This design comes from an exercise in tuning for small area, a short achievable clock period and few clock cycles per item on the open sky130 flow, not from production work. Function was checked by simulation only, so behaviour that the tests miss may differ from the original.

==> inputs of fjord <==
==> flow/design.v <==
module hue_px (
    input  wire        clk,
    input  wire        rst,
    input  wire        in_valid,
    output wire        in_ready,
    input  wire [1:0]  in_op,
    input  wire [15:0] in_a,
    input  wire [15:0] in_b,
    input  wire [7:0]  in_c,
    input  wire [15:0] in_hue,
    output wire        out_valid,
    input  wire        out_ready,
    output wire [15:0] out_a,
    output wire [15:0] out_b,
    output wire [7:0]  out_c
);
    localparam NST = 10;                      
    function integer srows(input integer k);
        srows = (k < 2) ? 0 : (k == 2 || k == NST) ? 1 : 2;
    endfunction
    function integer sdone(input integer k);
        integer i;
        begin sdone = 0; for (i = 1; i < k; i = i + 1) sdone = sdone + srows(i); end
    endfunction
    function integer hrows(input integer k);
        hrows = (k < 2) ? 0 : (k == 2) ? 1 : (k <= 7) ? 2 : (k == 8) ? 1 : 0;
    endfunction
    function integer hdone(input integer k);
        integer i;
        begin hdone = 0; for (i = 1; i < k; i = i + 1) hdone = hdone + hrows(i); end
    endfunction
    localparam HPOST = 9;                     
    reg  kv;                                  
    wire en = !kv;
    assign in_ready = en;
    reg        v0;
    reg [1:0]  op0;
    reg [7:0]  fr, fg, fc, fy, ft;
    always @(posedge clk) begin
        if (rst) v0 <= 1'b0;
        else if (en) v0 <= in_valid;
        if (en) begin
            op0 <= in_op;
            fr  <= in_a[7:0];
            fg  <= in_b[7:0];
            fc  <= in_c;
            fy  <= (in_op == 2'd2) ? in_hue[15:8] : in_a[15:8];
            ft  <= (in_op == 2'd2) ? in_hue[7:0]  : in_b[15:8];
        end
    end
    wire [7:0] pr = fr;
    wire [7:0] pg = fg;
    wire [7:0] pb = fc;
    wire r_ge_g = pr >= pg, r_ge_b = pr >= pb, g_ge_b = pg >= pb, b_ge_r = pb >= pr;
    wire mx_r = r_ge_g && r_ge_b;
    wire mx_g = !mx_r && g_ge_b;
    wire [7:0] mx = mx_r ? pr : (g_ge_b ? pg : pb);
    wire [7:0] mn = (!r_ge_g && !r_ge_b) ? pr : (!g_ge_b ? pg : pb);
    wire [7:0] d  = mx - mn;
    reg [1:0] base; reg neg; reg [7:0] e;
    always @(*) begin
        if (mx_r && g_ge_b)  begin base = 2'd0; neg = 1'b0;    e = pg - pb; end
        else if (mx_r)       begin base = 2'd3; neg = 1'b1;    e = pb - pg; end
        else if (mx_g)       begin base = 2'd1; neg = !b_ge_r; e = b_ge_r ? pb - pr : pr - pb; end
        else                 begin base = 2'd2; neg = !r_ge_g; e = r_ge_g ? pr - pg : pg - pr; end
    end
    wire [15:0] hsel = {fy, (op0 == 2'd2) ? ft : fr};
    reg  [4:0]  hn5;
    integer q;
    always @(*) begin
        hn5 = 5'd0;
        for (q = 1; q <= 17; q = q + 1)
            if (hsel >= q * 3840) hn5 = q;
    end
    reg [2:0]  sec;
    reg [15:0] hlo;
    always @(*) begin
        case (hn5)
            5'd0, 5'd6,  5'd12: sec = 3'd0;
            5'd1, 5'd7,  5'd13: sec = 3'd1;
            5'd2, 5'd8,  5'd14: sec = 3'd2;
            5'd3, 5'd9,  5'd15: sec = 3'd3;
            5'd4, 5'd10, 5'd16: sec = 3'd4;
            default:            sec = 3'd5;
        endcase
        hlo = hn5 * 16'd3840;
    end
    wire [15:0] ofs = hsel - hlo;                  
    wire [15:0] ofn = (hlo + 16'd3840) - hsel;     
    wire [11:0] u   = sec[0] ? ofs[11:0] : ofn[11:0];
    wire        is1 = (op0 == 2'd1);
    wire [23:0] A   = is1 ? fc * {ft, fg} : {16'b0, d};
    genvar k;
    generate for (k = 1; k <= NST; k = k + 1) begin : st
        reg        vv;
        reg [1:0]  opp, hb;
        reg        hg;
        reg [7:0]  smx, srem, hd, hrem;
        reg [15:0] snq;
        reg [3:0]  hn;
        reg [11:0] hq;
        reg [9:0]  xa;                          
        wire       pv;
        wire [1:0] pop;
        if (k == 1) begin : f
            assign pv = v0; assign pop = op0;
        end else begin : n
            assign pv = st[k-1].vv; assign pop = st[k-1].opp;
        end
        wire isdiv = (pop[0] == pop[1]);       
        wire pis1  = pop[0];                    
        reg [1:0]  nhb;
        reg        nhg;
        reg [7:0]  nsmx, nsrem, nhd, nhrem;
        reg [15:0] nsnq;
        reg [3:0]  nhn;
        reg [11:0] nhq;
        if (k == 1) begin : c1
            always @(*) begin
                nsmx = is1 ? fc : mx; nhd = d; nhrem = e; {nhg, nhb} = isdiv ? {neg, base} : sec;
                nsnq = A[15:0]; nsrem = A[23:16]; nhq = u; nhn = 4'd0;
            end
        end else begin : cd
            wire [7:0]  pmx = st[k-1].smx;
            wire [7:0]  pd  = st[k-1].hd;
            reg [7:0]  sr, hr;
            reg [15:0] sq;
            reg [3:0]  hnb;
            reg [11:0] hqb;
            reg [8:0]  t;
            reg [9:0]  df;
            reg [11:0] e15;
            reg [23:0] ns;
            integer j;
            always @(*) begin
                if (k == 2) begin
                    ns  = {pd, 16'b0} - {16'b0, pd} + {17'b0, pmx[7:1]};    
                    sr  = ns[23:16]; sq = ns[15:0];
                    e15 = {st[k-1].hrem, 4'b0} - {4'b0, st[k-1].hrem};       
                    hr  = e15[11:4]; hnb = e15[3:0]; hqb = 12'd0;
                end else begin
                    ns = 24'd0; e15 = 12'd0;
                    sr = st[k-1].srem; sq = st[k-1].snq;
                    hr = st[k-1].hrem; hnb = st[k-1].hn; hqb = st[k-1].hq;
                end
                for (j = 0; j < srows(k); j = j + 1) begin
                    t  = {sr, sq[15]};
                    df = {1'b0, t} - {2'b0, pmx};
                    sq = {sq[14:0], !df[9]};
                    sr = df[9] ? t[7:0] : df[7:0];
                end
                for (j = 0; j < hrows(k); j = j + 1) begin
                    t   = {hr, hnb[3]};
                    df  = {1'b0, t} - {2'b0, pd};
                    hnb = {hnb[2:0], 1'b0};
                    hqb = {hqb[10:0], !df[9]};
                    hr  = df[9] ? t[7:0] : df[7:0];
                end
            end
            if (k == HPOST) begin : hp
                wire [14:0] b3840 = {st[k-1].hb, 1'b0} * 15'd3840;
                reg [14:0] Q; reg [7:0] R;
                always @(*) begin
                    if (!st[k-1].hg)  begin Q = b3840 + {3'b0, hqb};         R = hr; end
                    else if (hr == 8'd0) begin Q = b3840 - {3'b0, hqb};      R = 8'd0; end
                    else              begin Q = b3840 - {3'b0, hqb} - 15'd1; R = pd - hr; end
                end
                wire        dz = (pd == 8'd0);
                wire [15:0] H  = dz ? 16'd0 : {1'b0, Q} + {15'b0, ({R, 1'b0} >= {1'b0, pd})};
                wire [8:0]  bk = dz ? 9'd0 : ((Q[14:6] > 9'd359) ? 9'd359 : Q[14:6]);
                wire [15:0] hres = pop[0] ? {7'b0, bk} : H;
                always @(*) begin
                    nsmx = pmx;
                    nsrem = isdiv ? sr : st[k-1].srem; nsnq = isdiv ? sq : st[k-1].snq;
                    nhd = pd; nhb = 2'd0; nhg = 1'b0; nhn = 4'd0;
                    nhq = hres[11:0]; nhrem = {4'b0, hres[15:12]};
                end
            end else if (k > HPOST) begin : ha
                always @(*) begin
                    nsmx = pmx;
                    nsrem = isdiv ? sr : st[k-1].srem; nsnq = isdiv ? sq : st[k-1].snq;
                    nhd = pd; nhb = 2'd0; nhg = 1'b0; nhn = 4'd0;
                    nhq = st[k-1].hq; nhrem = st[k-1].hrem;
                end
            end else if (k == 2) begin : c2
                wire [23:0] a2 = {st[k-1].srem, st[k-1].snq};
                wire [11:0] uu = st[k-1].hq;
                wire [30:0] PL = a2 * uu[5:0] + (pis1 ? 31'd125827199 : 31'd1919);
                wire [29:0] PH = a2 * uu[11:6];
                wire [16:0] hl2 = {9'b0, a2[23:16]} + {1'b0, a2[15:0]};
                wire [7:0]  vz  = pmx - a2[23:16];
                wire [1:0]  zd  = {1'b0, (hl2 >= 17'd32768)};
                wire [7:0]  zc  = pis1 ? vz - {6'b0, zd} : pmx - pd;
                always @(*) begin
                    nsmx = pmx; nhb = st[k-1].hb; nhg = st[k-1].hg;
                    if (isdiv) begin
                        nsrem = sr; nsnq = sq; nhrem = hr; nhn = hnb; nhq = hqb; nhd = pd;
                    end else begin
                        {nsrem, nsnq, nhn} = {PL[30:6], 3'b0};
                        {nhq, nhd} = PH[29:10];
                        nhrem = zc;
                    end
                end
                always @(posedge clk) if (en) xa <= PH[9:0];
            end else if (k == 3) begin : c3
                wire [29:0] PH  = {st[k-1].hq, st[k-1].hd, st[k-1].xa};
                wire [24:0] PLh = {st[k-1].srem, st[k-1].snq, st[k-1].hn[3]};
                wire [29:0] P6  = PH + {5'b0, PLh};            
                wire [27:0] X   = P6[29:2];
                wire [11:0] xhi = X[27:16];
                wire [16:0] hl  = xhi + X[15:0];
                wire        cy  = pis1 && (hl >= 17'd65535);
                wire [11:0] Y   = pis1 ? xhi : X[11:0];
                always @(*) begin
                    nsmx = pmx; nhd = pd; nhn = (hdone(k) + hrows(k) >= 4) ? 4'd0 : hnb;
                    nhb = st[k-1].hb; nhg = st[k-1].hg;
                    nhq = hqb;
                    if (isdiv) begin
                        nsrem = sr; nsnq = sq; nhrem = hr;
                    end else begin
                        nsrem = sr; nsnq = {3'b0, cy, Y}; nhrem = st[k-1].hrem;
                    end
                end
            end else if (k == 4) begin : c4
                wire [12:0] Y1  = {1'b0, st[k-1].snq[11:0]} + {12'b0, st[k-1].snq[12]} + 13'd1;
                wire [28:0] Yk  = Y1 * 16'd4369;
                always @(*) begin
                    nsmx = pmx; nhd = pd; nhn = (hdone(k) + hrows(k) >= 4) ? 4'd0 : hnb; nhq = hqb;
                    nhb = st[k-1].hb; nhg = st[k-1].hg;
                    if (isdiv) begin nsrem = sr; nsnq = sq; nhrem = hr; end
                    else begin nsrem = sr; nsnq = {8'b0, Yk[23:16]}; nhrem = st[k-1].hrem; end
                end
            end else if (k == 5) begin : c5
                wire [7:0]  bv  = pmx;
                wire [7:0]  z   = st[k-1].hrem;
                wire [7:0]  xch = bv - st[k-1].snq[7:0];
                reg [7:0] cr, cg, cb;
                always @(*) begin
                    case ({st[k-1].hg, st[k-1].hb})
                        3'd0:    begin cr = bv;  cg = xch; cb = z;   end
                        3'd1:    begin cr = xch; cg = bv;  cb = z;   end
                        3'd2:    begin cr = z;   cg = bv;  cb = xch; end
                        3'd3:    begin cr = z;   cg = xch; cb = bv;  end
                        3'd4:    begin cr = xch; cg = z;   cb = bv;  end
                        default: begin cr = bv;  cg = z;   cb = xch; end
                    endcase
                    nsmx = pmx; nhd = pd; nhn = (hdone(k) + hrows(k) >= 4) ? 4'd0 : hnb; nhrem = hr; nhq = hqb;
                    nhb = st[k-1].hb; nhg = st[k-1].hg;
                    if (isdiv) begin nsrem = sr; nsnq = sq; end
                    else begin nsrem = cb; nsnq = {cr, cg}; end
                end
            end else begin : cn
                always @(*) begin
                    nsmx = pmx; nhd = pd; nhn = (hdone(k) + hrows(k) >= 4) ? 4'd0 : hnb; nhrem = hr; nhq = hqb;
                    nhb = st[k-1].hb; nhg = st[k-1].hg;
                    if (isdiv) begin nsrem = sr; nsnq = sq; end
                    else begin nsrem = st[k-1].srem; nsnq = st[k-1].snq; end
                end
            end
        end
        always @(posedge clk) begin
            if (rst) vv <= 1'b0;
            else if (en) vv <= pv;
            if (en) begin
                opp <= pop; smx <= nsmx; srem <= nsrem; snq <= nsnq;
                hd <= nhd; hrem <= nhrem; hn <= nhn; hq <= nhq; hb <= nhb; hg <= nhg;
            end
        end
    end endgenerate
    wire [1:0]  lop = st[NST].opp;
    wire [15:0] S   = (st[NST].smx == 8'd0) ? 16'd0 : st[NST].snq;
    wire [15:0] hres = {st[NST].hrem[3:0], st[NST].hq};
    reg  [39:0] x;
    always @(*) begin
        case (lop)
            2'd0:    x = {hres, S, st[NST].smx};
            2'd3:    x = {hres, 24'd0};
            default: x = {8'b0, st[NST].snq[15:8], 8'b0, st[NST].snq[7:0], st[NST].srem};
        endcase
    end
    wire xv = st[NST].vv;
    reg        ov;
    reg [39:0] od, kd;
    always @(posedge clk) begin
        if (rst) begin
            ov <= 1'b0;
            kv <= 1'b0;
        end else if (kv) begin
            if (out_ready) kv <= 1'b0;
        end else if (!ov || out_ready) begin
            ov <= xv;
        end else if (xv) begin
            kv <= 1'b1;
        end
        if (kv) begin
            if (out_ready) od <= kd;
        end else if (!ov || out_ready) begin
            od <= x;
        end else begin
            kd <= x;
        end
    end
    assign out_valid = ov;
    assign out_a = od[39:24];
    assign out_b = od[23:8];
    assign out_c = od[7:0];
endmodule
==> flow/run.sh <==
#!/bin/bash
# synth_recipe.tcl (not shown) runs the flow's synth.tcl, then flattens the netlist and writes it again
# the make line also repeats each setting of config.mk as NAME=value (left out here)
make -C /OpenROAD-flow-scripts/flow DESIGN_CONFIG=/design/flow/config.mk WORK_HOME=/design/flow/orfs CLKGATE_MAP_FILE= SYNTH_SCRIPT=/design/flow/synth_recipe.tcl finish
==> flow/config.mk <==
export PLATFORM = sky130hd
export DESIGN_NAME = hue_px
export DESIGN_NICKNAME = hue_px
export VERILOG_FILES = /design/flow/design.v
export SDC_FILE = /design/flow/constraint.sdc
export NUM_CORES = 4
export LEC_CHECK = 0
export CAP_MARGIN = 20
export CORE_MARGIN = 2
export CORE_UTILIZATION = 40
export SLEW_MARGIN = 20
==> flow/constraint.sdc <==
create_clock -name core_clock -period 16.0 [get_ports {clk}]
set_input_delay 3.2000 -clock core_clock [delete_from_list [all_inputs] [get_ports {clk}]]
set_output_delay 3.2000 -clock core_clock [all_outputs]
set_load 0.01 [all_outputs]
==> maple: changes against fjord <==
--- a/flow/design.v
+++ b/flow/design.v
@@ -30,9 +30,9 @@
         begin hdone = 0; for (i = 1; i < k; i = i + 1) hdone = hdone + hrows(i); end
     endfunction
     localparam HPOST = 9;                     
-    reg  kv;                                  
+    reg  kv, rdy;                             
     wire en = !kv;
-    assign in_ready = en;
+    assign in_ready = rdy;                
     reg        v0;
     reg [1:0]  op0;
     reg [7:0]  fr, fg, fc, fy, ft;
@@ -281,16 +281,21 @@
     wire xv = st[NST].vv;
     reg        ov;
     reg [39:0] od, kd;
+    reg        kv_n;
+    always @(*) begin
+        if (kv)                    kv_n = !out_ready;
+        else if (!ov || out_ready) kv_n = 1'b0;
+        else                       kv_n = xv;
+    end
     always @(posedge clk) begin
         if (rst) begin
-            ov <= 1'b0;
-            kv <= 1'b0;
-        end else if (kv) begin
-            if (out_ready) kv <= 1'b0;
-        end else if (!ov || out_ready) begin
-            ov <= xv;
-        end else if (xv) begin
-            kv <= 1'b1;
+            ov  <= 1'b0;
+            kv  <= 1'b0;
+            rdy <= 1'b1;
+        end else begin
+            kv  <= kv_n;
+            rdy <= !kv_n;
+            if (!kv && (!ov || out_ready)) ov <= xv;
         end
         if (kv) begin
             if (out_ready) od <= kd;
ABC_AREA = 1   (was unset)
CORE_UTILIZATION = 65   (was 40)
==> zinc: changes against fjord <==
--- a/flow/design.v
+++ b/flow/design.v
@@ -14,28 +14,29 @@
     output wire [15:0] out_b,
     output wire [7:0]  out_c
 );
-    localparam NST = 10;                      
+    localparam NST = 8;                       
     function integer srows(input integer k);
-        srows = (k < 2) ? 0 : (k == 2 || k == NST) ? 1 : 2;
+        srows = (k < 2) ? 0 : 2;                       
     endfunction
     function integer sdone(input integer k);
         integer i;
         begin sdone = 0; for (i = 1; i < k; i = i + 1) sdone = sdone + srows(i); end
     endfunction
     function integer hrows(input integer k);
-        hrows = (k < 2) ? 0 : (k == 2) ? 1 : (k <= 7) ? 2 : (k == 8) ? 1 : 0;
+        hrows = (k < 2 || k > 7) ? 0 : 2;
     endfunction
     function integer hdone(input integer k);
         integer i;
         begin hdone = 0; for (i = 1; i < k; i = i + 1) hdone = hdone + hrows(i); end
     endfunction
-    localparam HPOST = 9;                     
-    reg  kv;                                  
+    localparam HPOST = 8;                     
+    reg  kv, rdy;                             
     wire en = !kv;
-    assign in_ready = en;
+    assign in_ready = rdy;                
     reg        v0;
     reg [1:0]  op0;
     reg [7:0]  fr, fg, fc, fy, ft;
+    reg        frg, frb, fgb, fbr;           
     always @(posedge clk) begin
         if (rst) v0 <= 1'b0;
         else if (en) v0 <= in_valid;
@@ -46,12 +47,16 @@
             fc  <= in_c;
             fy  <= (in_op == 2'd2) ? in_hue[15:8] : in_a[15:8];
             ft  <= (in_op == 2'd2) ? in_hue[7:0]  : in_b[15:8];
+            frg <= in_a[7:0] >= in_b[7:0];
+            frb <= in_a[7:0] >= in_c;
+            fgb <= in_b[7:0] >= in_c;
+            fbr <= in_c >= in_a[7:0];
         end
     end
     wire [7:0] pr = fr;
     wire [7:0] pg = fg;
     wire [7:0] pb = fc;
-    wire r_ge_g = pr >= pg, r_ge_b = pr >= pb, g_ge_b = pg >= pb, b_ge_r = pb >= pr;
+    wire r_ge_g = frg, r_ge_b = frb, g_ge_b = fgb, b_ge_r = fbr;
     wire mx_r = r_ge_g && r_ge_b;
     wire mx_g = !mx_r && g_ge_b;
     wire [7:0] mx = mx_r ? pr : (g_ge_b ? pg : pb);
@@ -88,6 +93,16 @@
     wire [15:0] ofs = hsel - hlo;                  
     wire [15:0] ofn = (hlo + 16'd3840) - hsel;     
     wire [11:0] u   = sec[0] ? ofs[11:0] : ofn[11:0];
+    wire        sbo  = {mn, 1'b0} < {1'b0, mx};
+    wire [7:0]  slo  = {1'b0, mx[7:1]} - d;
+    wire [10:0] m4   = {1'b0, mn, 1'b0, sbo};
+    wire [10:0] mx1x = {3'b0, mx};
+    wire [10:0] mx2x = {2'b0, mx, 1'b0};
+    wire [10:0] mx4x = {1'b0, mx, 2'b0};
+    wire [10:0] c0 = mx4x - m4, c1 = mx2x + mx1x - m4, c2 = mx2x - m4, c3 = mx1x - m4;
+    wire [1:0]  sqq  = !c3[10] ? 2'd3 : !c2[10] ? 2'd2 : !c1[10] ? 2'd1 : 2'd0;
+    wire [7:0]  sr2  = !c3[10] ? c3[7:0] : !c2[10] ? c2[7:0] : !c1[10] ? c1[7:0] : c0[7:0];
+    wire [11:0] e15  = {e, 4'b0} - {4'b0, e};
     wire        is1 = (op0 == 2'd1);
     wire [23:0] A   = is1 ? fc * {ft, fg} : {16'b0, d};
     genvar k;
@@ -117,8 +132,9 @@
         reg [11:0] nhq;
         if (k == 1) begin : c1
             always @(*) begin
-                nsmx = is1 ? fc : mx; nhd = d; nhrem = e; {nhg, nhb} = isdiv ? {neg, base} : sec;
-                nsnq = A[15:0]; nsrem = A[23:16]; nhq = u; nhn = 4'd0;
+                nsmx = is1 ? fc : mx; nhd = d; nhrem = e15[11:4]; {nhg, nhb} = isdiv ? {neg, base} : sec;
+                nsnq = isdiv ? {{6{sbo}}, slo, sqq} : A[15:0]; nsrem = isdiv ? sr2 : A[23:16];
+                nhq = isdiv ? 12'd0 : u; nhn = isdiv ? e15[3:0] : 4'd0;
             end
         end else begin : cd
             wire [7:0]  pmx = st[k-1].smx;
@@ -129,20 +145,10 @@
             reg [11:0] hqb;
             reg [8:0]  t;
             reg [9:0]  df;
-            reg [11:0] e15;
-            reg [23:0] ns;
             integer j;
             always @(*) begin
-                if (k == 2) begin
-                    ns  = {pd, 16'b0} - {16'b0, pd} + {17'b0, pmx[7:1]};    
-                    sr  = ns[23:16]; sq = ns[15:0];
-                    e15 = {st[k-1].hrem, 4'b0} - {4'b0, st[k-1].hrem};       
-                    hr  = e15[11:4]; hnb = e15[3:0]; hqb = 12'd0;
-                end else begin
-                    ns = 24'd0; e15 = 12'd0;
-                    sr = st[k-1].srem; sq = st[k-1].snq;
-                    hr = st[k-1].hrem; hnb = st[k-1].hn; hqb = st[k-1].hq;
-                end
+                sr = st[k-1].srem; sq = st[k-1].snq;
+                hr = st[k-1].hrem; hnb = st[k-1].hn; hqb = st[k-1].hq;
                 for (j = 0; j < srows(k); j = j + 1) begin
                     t  = {sr, sq[15]};
                     df = {1'b0, t} - {2'b0, pmx};
@@ -281,16 +287,21 @@
     wire xv = st[NST].vv;
     reg        ov;
     reg [39:0] od, kd;
+    reg        kv_n;
+    always @(*) begin
+        if (kv)                    kv_n = !out_ready;
+        else if (!ov || out_ready) kv_n = 1'b0;
+        else                       kv_n = xv;
+    end
     always @(posedge clk) begin
         if (rst) begin
-            ov <= 1'b0;
-            kv <= 1'b0;
-        end else if (kv) begin
-            if (out_ready) kv <= 1'b0;
-        end else if (!ov || out_ready) begin
-            ov <= xv;
-        end else if (xv) begin
-            kv <= 1'b1;
+            ov  <= 1'b0;
+            kv  <= 1'b0;
+            rdy <= 1'b1;
+        end else begin
+            kv  <= kv_n;
+            rdy <= !kv_n;
+            if (!kv && (!ov || out_ready)) ov <= xv;
         end
         if (kv) begin
             if (out_ready) od <= kd;
ABC_AREA = 1   (was unset)
CORE_UTILIZATION = 55   (was 40)
PLACE_DENSITY = 0.7   (was unset)
==> summary.txt <==
* Status: no timing/DRC/antenna violations
* Post-route setup slack at 9589 ps
* Most numerous cell in the Yosys netlist: edfxtp_1
* Syn Inst Count at approximately 6000
* Num rows at roughly 140
* Max reg flops at 160
* Min Tclk post-route at 6411 ps
* GR Util met2 at between 30% and 40%
* DR top layer: met4
* Worst-path clk slew at approximately 70 ps
* Clk_buf instances at between 100 and 150
* End of the critical path: st[2].srem[4]
* Max stage delay on crit path at around 940 ps
the above is filed under fjord

==> summary.txt <==
* Status: no timing/DRC/antenna violations
* GR Util met2 at ~50%
* Syn Inst Count at ~7300
* Min Tclk post-route at 5832 ps
* DR top layer: met5
* Worst Min Path Start: st[2].hg
* TritonCTS clock tree: built
* Most numerous cell in the Yosys netlist: nand2_1
* Cell mode on critical path: fa_1
* Worst-path clk slew at 60 ps
* Max stage delay on crit path at about 1100 ps
* Clock latency at the later pin of the worst-skew pair at approximately 700 ps
* End of the critical path: st[2].snq[12]
* Finish-stage setup viols at 0
* Post-route setup slack at 10170 ps
the above is filed under zinc

==> summary.txt <==
* Status: no timing/DRC/antenna violations
* DR top layer: met4
* Min Tclk post-route at 5582 ps
* Worst-path clk slew at around 60 ps
* Max reg flops at 160
* GR Util met2 at a little under three fifths
* Num rows at 113
the above is filed under maple

Testbench counts of fjord, summed over its fixed seeds: cycles 9,696, items 9,600.
Testbench counts of maple, summed over its fixed seeds: cycles 9,696, items 9,600.
Testbench counts of zinc, summed over its fixed seeds: cycles 9,680, items 9,600.

-- static timing again, ports no longer ideal --
The flow's constraints put no driver on any port. The routed layouts listed below were extracted and timed again, unchanged, in two steps.
Step 1 sets driving cells, clkbuf_16 on the clock port and buf_2 on the other inputs (assumed; they add their load-dependent delay and slew).
Step 2 times the ports against the registers' clock, not the clock port: input delays grow and output delays shrink by t, the midpoint of the rising clock arrivals with the driver on.
Three values: ideal ports, drivers, drivers and shift; two values: the first two.
run	shift t [ns]	setup slack, ns	hold slack, ns	latest minus earliest clock arrival (ns)
fjord	0.760	9.589 / 9.589 / 9.589	0.393 / 0.393 / 0.393	0.068 / 0.069
maple	0.728	10.418 / 10.418 / 10.418	0.414 / 0.414 / 0.414	0.017 / 0.017
zinc	0.740	10.168 / 10.168 / 10.168	0.407 / 0.407 / 0.407	0.042 / 0.042
After both steps every run listed still meets setup and hold.
